From an optimization exercise on the open Yosys and OpenROAD flow, aimed at small area, a short achievable clock period and few clock cycles; shortcuts taken in it are not production practice. Only the layout flow was run in this run; the RTL was not checked for function there. No activity file was given, so power comes from the tool's default toggle rates.

==> flow/design.v <==
module frame_reader (
    input  wire       clk,
    input  wire       rst,
    input  wire       in_valid,
    output wire       in_ready,
    input  wire [7:0] in_data,
    output wire       out_valid,
    input  wire       out_ready,
    output wire [7:0] out_data,
    output wire       out_last,
    output wire       out_discard
);
    localparam [7:0] MAGIC0      = 8'h55;
    localparam [7:0] MAGIC1      = 8'hAA;
    localparam [7:0] MAX_PAYLOAD = 8'd57;
    localparam [2:0] S_IDLE = 3'd0,    
                     S_M1   = 3'd1,    
                     S_ID   = 3'd2,    
                     S_LS   = 3'd3,    
                     S_LEN  = 3'd4,    
                     S_BODY = 3'd5;    
    reg        in_rdy_r;
    assign in_ready = in_rdy_r;
    wire       bv = in_valid && in_rdy_r;
    wire [7:0] b  = in_data;
    reg  [7:0] line [0:63];
    reg  [6:0] unread;                 
    reg  [5:0] cnt;                    
    reg  [2:0] st;
    reg  [5:0] rem;                    
    reg [15:0] crc;                    
    reg        dec_v;                  
    reg        dec_bad;                
    reg  [5:0] dec_ld;                 
    reg  [5:0] dec_la;                 
    wire store = bv && (st == S_ID || st == S_LS || st == S_LEN || st == S_BODY);
    reg [15:0] crc_next;
    integer    i;
    always @* begin
        crc_next = ((st == S_LEN) ? 16'h0000 : crc) ^ {8'h00, b};
        for (i = 0; i < 8; i = i + 1) begin
            if (crc_next[0])
                crc_next = (crc_next >> 1) ^ 16'h8408;
            else
                crc_next = crc_next >> 1;
        end
    end
    integer j;
    always @(posedge clk) begin
        if (store) begin
            line[0] <= b;
            for (j = 1; j < 64; j = j + 1)
                line[j] <= line[j - 1];
        end
    end
    reg  [6:0] q_ent [0:3];
    reg  [2:0] q_wp, q_rp;             
    wire       push      = dec_v;
    wire       push_disc = dec_bad || (crc != 16'h0000);
    wire [5:0] push_last = push_disc ? dec_ld : dec_la;
    always @(posedge clk) begin
        if (rst) begin
            st    <= S_IDLE;
            dec_v <= 1'b0;
        end else begin
            dec_v <= 1'b0;
            if (st == S_M1)
                cnt <= 6'd0;
            else if (store)
                cnt <= cnt + 6'd1;
            if (bv) begin
                case (st)
                    S_IDLE: if (b == MAGIC0) st <= S_M1;
                    S_M1:   if (b == MAGIC1) st <= S_ID;
                            else if (b != MAGIC0) st <= S_IDLE;
                    S_ID:   st <= S_LS;
                    S_LS:   st <= S_LEN;
                    S_LEN: begin
                        rem <= b[5:0];
                        crc <= crc_next;
                        if (b > MAX_PAYLOAD) begin
                            st      <= S_IDLE;
                            dec_v   <= 1'b1;
                        end else begin
                            st <= S_BODY;
                        end
                    end
                    S_BODY: begin
                        rem <= rem - 6'd1;
                        crc <= crc_next;
                        if (rem == 6'h3F) begin
                            st      <= S_IDLE;
                            dec_v   <= 1'b1;
                        end
                    end
                    default: st <= S_IDLE;
                endcase
            end
        end
    end
    always @(posedge clk) begin
        dec_bad <= (st == S_LEN);         
        dec_ld  <= cnt;
        dec_la  <= cnt - 6'd2;
        if (push)
            q_ent[q_wp[1:0]] <= {push_disc, push_last};
        if (rst)
            q_wp <= 3'd0;
        else if (push)
            q_wp <= q_wp + 3'd1;
    end
    reg        ov;
    reg  [7:0] od;
    reg        ol;
    reg        odisc;
    reg  [7:0] h_od;
    reg        h_ol;
    reg        h_odisc;
    reg        cur_v;
    reg        cur_disc;
    reg  [5:0] cur_rem;                
    reg  [1:0] pre;                    
    reg  [7:0] rsel_hi;
    reg  [7:0] rsel_lo;
    assign out_valid   = ov;
    assign out_data    = od;
    assign out_last    = ol;
    assign out_discard = odisc;
    wire       have   = (q_wp != q_rp);
    wire [6:0] head   = q_ent[q_rp[1:0]];
    wire       in_pre = cur_disc && !pre[1];
    wire       b_last = !in_pre && (cur_rem == 6'd0);
    wire       adv    = !ov || out_ready;
    wire       load   = !cur_v || b_last;    
    wire       rd     = adv && cur_v && !in_pre;
    wire       rd3    = rd && b_last && !cur_disc;
    reg  [7:0] rdata;
    reg  [7:0] grp;
    integer    g, k;
    always @* begin
        rdata = 8'h00;
        for (g = 0; g < 8; g = g + 1) begin
            grp = 8'h00;
            for (k = 0; k < 8; k = k + 1)
                grp = grp | (line[8 * g + k] & {8{rsel_lo[k]}});
            rdata = rdata | (grp & {8{rsel_hi[g]}});
        end
    end
    wire [7:0] nd = in_pre ? (pre[0] ? MAGIC1 : MAGIC0) : rdata;
    reg  [7:0] lo_n, hi_n;
    always @* begin
        lo_n = rsel_lo;
        hi_n = rsel_hi;
        case ({store, rd, rd3})
            3'b100: begin                                    
                lo_n = {rsel_lo[6:0], rsel_lo[7]};
                if (rsel_lo[7]) hi_n = {rsel_hi[6:0], rsel_hi[7]};
            end
            3'b010: begin                                    
                lo_n = {rsel_lo[0], rsel_lo[7:1]};
                if (rsel_lo[0]) hi_n = {rsel_hi[0], rsel_hi[7:1]};
            end
            3'b111: begin                                    
                lo_n = {rsel_lo[1:0], rsel_lo[7:2]};
                if (|rsel_lo[1:0]) hi_n = {rsel_hi[0], rsel_hi[7:1]};
            end
            3'b011: begin                                    
                lo_n = {rsel_lo[2:0], rsel_lo[7:3]};
                if (|rsel_lo[2:0]) hi_n = {rsel_hi[0], rsel_hi[7:1]};
            end
            default: ;                                       
        endcase
    end
    always @(posedge clk) begin
        od    <= adv ? nd : ~h_od;
        ol    <= adv ? b_last : ~h_ol;
        odisc <= adv ? cur_disc : ~h_odisc;
        if (adv) begin
            h_od    <= ~nd;
            h_ol    <= ~b_last;
            h_odisc <= ~cur_disc;
            if (load) begin
                cur_disc <= head[6];
                cur_rem  <= head[5:0];
            end else if (rd) begin
                cur_rem  <= cur_rem - 6'd1;
            end
        end
        if (rst) begin
            ov      <= 1'b0;
            cur_v   <= 1'b0;
            pre     <= 2'd0;
            unread  <= 7'd0;
            rsel_hi <= 8'h80;                                
            rsel_lo <= 8'h80;
            q_rp    <= 3'd0;
        end else begin
            unread  <= unread + {6'd0, store} - (rd3 ? 7'd3 : {6'd0, rd});
            rsel_hi <= hi_n;
            rsel_lo <= lo_n;
            if (adv) begin
                ov <= cur_v;
                if (load) begin
                    cur_v <= have;
                    if (have)
                        q_rp <= q_rp + 3'd1;
                end
                if (cur_v) begin
                    if (in_pre)
                        pre <= pre + 2'd1;
                    if (b_last)
                        pre <= 2'd0;
                end
            end
        end
    end
    wire [2:0] qcnt = q_wp - q_rp;
    always @(posedge clk) begin
        if (rst)
            in_rdy_r <= 1'b1;
        else
            in_rdy_r <= (unread <= 7'd62) && (qcnt <= 3'd3);
    end
endmodule
==> flow/run.sh <==
#!/bin/bash
# synth_recipe.tcl (not shown) runs the flow's synth.tcl, then flattens the netlist and writes it again
# the make line also repeats each setting of config.mk as NAME=value (left out here)
make -C /OpenROAD-flow-scripts/flow DESIGN_CONFIG=/design/flow/config.mk WORK_HOME=/design/flow/orfs CLKGATE_MAP_FILE= SYNTH_SCRIPT=/design/flow/synth_recipe.tcl finish
==> flow/config.mk <==
export PLATFORM = sky130hd
export DESIGN_NAME = frame_reader
export DESIGN_NICKNAME = frame_reader
export VERILOG_FILES = /design/flow/design.v
export SDC_FILE = /design/flow/constraint.sdc
export NUM_CORES = 4
export LEC_CHECK = 0
export CAP_MARGIN = 20
export CORE_MARGIN = 2
export CORE_UTILIZATION = 50
export CTS_CLUSTER_DIAMETER = 80
export CTS_CLUSTER_SIZE = 24
export PLACE_DENSITY = 0.65
export SETUP_SLACK_MARGIN = 3.8
export SLEW_MARGIN = 20
export TNS_END_PERCENT = 100
==> flow/constraint.sdc <==
create_clock -name core_clock -period 6.0 [get_ports {clk}]
set_input_delay 1.2000 -clock core_clock [delete_from_list [all_inputs] [get_ports {clk}]]
set_output_delay 1.2000 -clock core_clock [all_outputs]
set_load 0.01 [all_outputs]
==> run notes <==
[repair_timing]
item                       in CTS  in global routing
pin swaps                      27                 39
cloned                          9                  2
resized for setup             180                 81
setup buffers                  50                 34
hold buffers                    0                  0
setup endpoints to repair     619                186
[worst min-delay path by stage]
stage,depth (start not counted),to,start
final,1,od[3],h_od[3]
after global routing,1,od[3],h_od[3]
after CTS,1,od[3],h_od[3]
after detailed placement,1,od[3],h_od[3]
after global placement,0,line[19][7],line[18][7]
after floorplan,0,dec_ld[3],cnt[3]
[cells by family after synthesis]
| kind of cell | count (synthesis) | share of synthesized area [%] |
|---|---|---|
| AOI/OAI and AO/OA | 404 | 12.2 |
| xor gates and xnor gates | 56 | 1.99 |
| adders and majority gates | 28 | 1.48 |
| buffers and inverters | 132 | 2.14 |
| DFF | 647 | 76.2 |
| muxes | 22 | 1.28 |
| and+or+nand+nor | 220 | 4.72 |
[metrics by stage]
stage                     hold slack [ns]  util, %  power, W  std cells  worst slack (ns)
after floorplan                     0.346        -   0.00593       1509              2.43
after global placement              0.428     52.6   0.00632       2126              1.43
after detailed placement            0.427     52.6   0.00634       2126              1.40
after CTS                           0.432     56.8   0.00918       2239              3.28
after global routing                0.454     58.3   0.00963       2275              3.10
final                               0.426     58.3   0.00931       2275              3.16
[worst register-to-register path: cells and delay by family, from the launching register on]
kind | cells | cell delay [ns]
buf+inv | 2 | 0.10
fa+ha+maj | 2 | 0.63
flops | 1 | 0.47
compound gates | 3 | 0.29
simple gates | 5 | 0.93
mux | 1 | 0.29
[metal layers]
layer / track usage [%] / vias to the layer above / wire length (um)
met2: 34.1 / 662 / 27200
met4: 5.94 / 0 / 1250
li1: - / 6224 / -
met1: 32.7 / 7323 / 24500
met5: 0 / - / 0
met3: 3.28 / 94 / 4410
[layout make-up]
class / count / area [sq um] / area share [%]
clock buffer: 42 / 923 / 3.24
tap: 664 / 831 / 2.92
timing repair inverter: 4 / 42.5 / 0.149
clock inverter: 12 / 141 / 0.497
multi-input combinational: 731 / 5860 / 20.6
inverter: 41 / 196 / 0.690
timing repair buffer: 134 / 1620 / 5.70
sequential: 647 / 18800 / 66.2
[power groups by stage]
stage | Clock [W] | Sequential, W | Combinational, W
global placement | 0 | 0.00522 | 0.00110
finish | 0.00263 | 0.00506 | 0.00162
detailed placement | 0 | 0.00522 | 0.00112
CTS | 0.00268 | 0.00507 | 0.00142
global route | 0.00283 | 0.00507 | 0.00173
floorplan | 0 | 0.00512 | 0.000811
[cell usage after synthesis, types with 3 or more instances]
library cell,count
edfxtp_1,585
a22oi_1,256
clkbuf_1,68
dfxtp_1,62
nand2_1,52
nor2_1,46
nand4_1,39
inv_1,38
xnor2_1,36
a21oi_1,34
a41oi_1,34
ha_1,26
o21ai_0,26
xor2_1,20
nor3_1,14
nand3_1,13
buf_2,12
nor4_1,10
mux2i_1,9
nor2b_1,9
buf_1,7
mux4_2,7
o2bb2ai_1,7
and3_1,6
mux2_2,6
nand2b_1,6
o21ai_1,6
a221o_1,4
and2_1,4
a2111oi_0,3
a2111oi_2,3
a222oi_1,3
a31oi_1,3
buf_4,3
inv_2,3
nor3b_1,3
[registers in the layout, indices dropped and copies added (netlist names), 5 cells and up, named ones only]
name     count
unread       7
line       512
cnt          6
cur_rem      6
dec_ld       5
q_ent       28
rem          6
rsel_lo      8
rsel_hi      8
dec_la       6
crc         16
h_od         8
od           8
==> results by group <==
GRT
  – Initial antenna violation count: 1
  – Largest net degree at the start of global routing: 102
  – First-pass GRT wire length: 84900 um
  – Total gr overflow: 0
  – Total GRT Usage: 22.0%
  – Vias in the first global route: 14000

Synth
  – Post-synth cell types: 69
  – Number of synthesized flops with an enable pin: 585
  – Post-Synthesis Cells: 1509
  – Share of the synthesized area in the top cell type: 71.2%
  – Mapped Area: 24700 sq um
  – Synth Warn #: 2
  – Syn nets: 1549
  – Largest cells by area after synthesis: edfxtp_1 (71%), a22oi_1 (7.8%), dfxtp_1 (5.0%)
  – Syn Area/Cell: 16.4 sq um
  – Sequential share of the synthesized area: 76.2%
  – Synth Flop Type: edfxtp_1
  – Area leader, netlist: edfxtp_1
  – FFs w/ async S/R, synth: 0%
  – FF+latch count, synth: 647

Power and ir drop
  – Reg power frac: 54.4%
  – Switching share of power: 26.3%
  – Max VDD drop: 208 uV
  – Gate power share: 17.4%
  – Clock power frac: 28.2%
  – Int Pwr: 0.00686 W
  – Net switching power: 0.00245 W
  – Lkg Pwr: 8.70 nW
  – Pwr dens: 327 nW/um^2

Routing
  – Routed Antenna Nets: 0
  – First DRT Iteration DRCs: 1742
  – Total number of vias: 14300
  – Vias per std cell: 6.29
  – DR WL/cell: 25.3 um
  – # DRC: 0
  – WL final: 57500 um
  – Drt first pass iters: 6

Flow run
  – Max Cap Violations: 0

Final layout
  – Share of cells above drive strength 1: 19.4%
  – # fillers: 3712
  – Commonest non-fill, non-tap cell in the layout: edfxtp_1
  – Commonest cells after routing, fill and taps aside: edfxtp_1 (585), a22oi_1 (256), buf_4 (52)
  – Final instance area: 28500 sq um
  – Area grow syn2layout: 15.3%
  – # nets final: 1634
  – Diode count: 0

Place
  – Area of placed instances: 25700 sq um
  – IO buf count: 23
  – Final Wtd Congestion: 0.809
  – HPWL Detailed: 29500 um

Critical path
  – Critical Path End: unread[6]
  – Slowest cell on the critical path: fa_2
  – FF-to-FF End: unread[6]
  – Worst r2r src: cur_rem[3]
  – Worst Path Arrival: 3.32 ns
  – Ordered cell list for the critical path: buf_8 > nand2_8 > or2_4 > ha_4 > inv_4 > ha_4 > inv_4 > fa_2 > nor2b_2 > o21ai_1 > nand2b_1 > a21o_1 > a21oi_2 > mux2_4
  – CP Depth: 14
  – Startpoint types: input port
  – Worst path max stage delay: 0.40 ns
  – Crit path max-delay family: adder cells
  – WP data required: 6.47 ns
  – Crit path capture type: flip-flop
  – Worst setup path class: input port to flip-flop
  – Bufs and invs on worst path: 3
  – Origin of the worst setup path: in_valid
  – Flop2flop setup slack: 3.20 ns
  – Worst Path Max Fanout: 6
  – R2R cell count: 13

Status
  – Status: complete, no violations

STA
  – Slew Viols, Final: 0
  – Slew headroom: 45.1%
  – Setup TNS: 0 ns
  – Fmax: 352 MHz
  – Post-route minimum period: 2.84 ns
  – Setup Skew: 0.0199 ns
  – Slew @ Worst Pin: 0.822 ns
  – Final period util: 47.4%
  – Final Hold Fails: 0
  – RSZ-0062 raised after global routing: yes
  – # setup viols final: 0

Floorplanning
  – Die extent in x: 226 um
  – Row Count: 81
  – Initial Util: 50.5%
  – Die height: 226 um
  – # IOs: 24
  – Die Area: 51200 sq um
  – Core area: 48800 sq um

CTS
  – CTS root buf: clkbuf_16
  – Clock sink count: 647
  – Clock latency (worst-skew pair): 0.59 ns
  – Clk slew on worst S/H paths: 0.09 ns
  – Buffer levels on the longest clock path: 3
  – CTS tree: built
  – Number of buffers created by CTS: 35
  – CTS H-Tree Depth: 2

Worst hold path
  – Hold Crit Class: flip-flop to flip-flop

-- what the ideal ports hide --
Ports are ideal in the flow. The routed layout listed here was re-timed in OpenROAD.
Step 1, drivers: a clkbuf_16 drives clk and a buf_2 each remaining input, both assumed.
Step 2 adds t to the input delays and takes it off the output delays; t is the mean of the earliest and latest rising clock arrival at the registers after step 1. Input paths then give back, and output paths get back, about the clock's delay inside the block.
Slacks: ideal / step 1 / step 2; pairs: ideal / step 1.
t, ns: 0.639
setup slack, ns: 3.155 / 3.167 / 2.527
slew at the worst register clock pin (ns): 0.10 / 0.10
After both steps setup and hold are still met in this run. For this run, drivers alone change the setup slack by +0.012 ns; drivers and shift together by -0.628 ns.
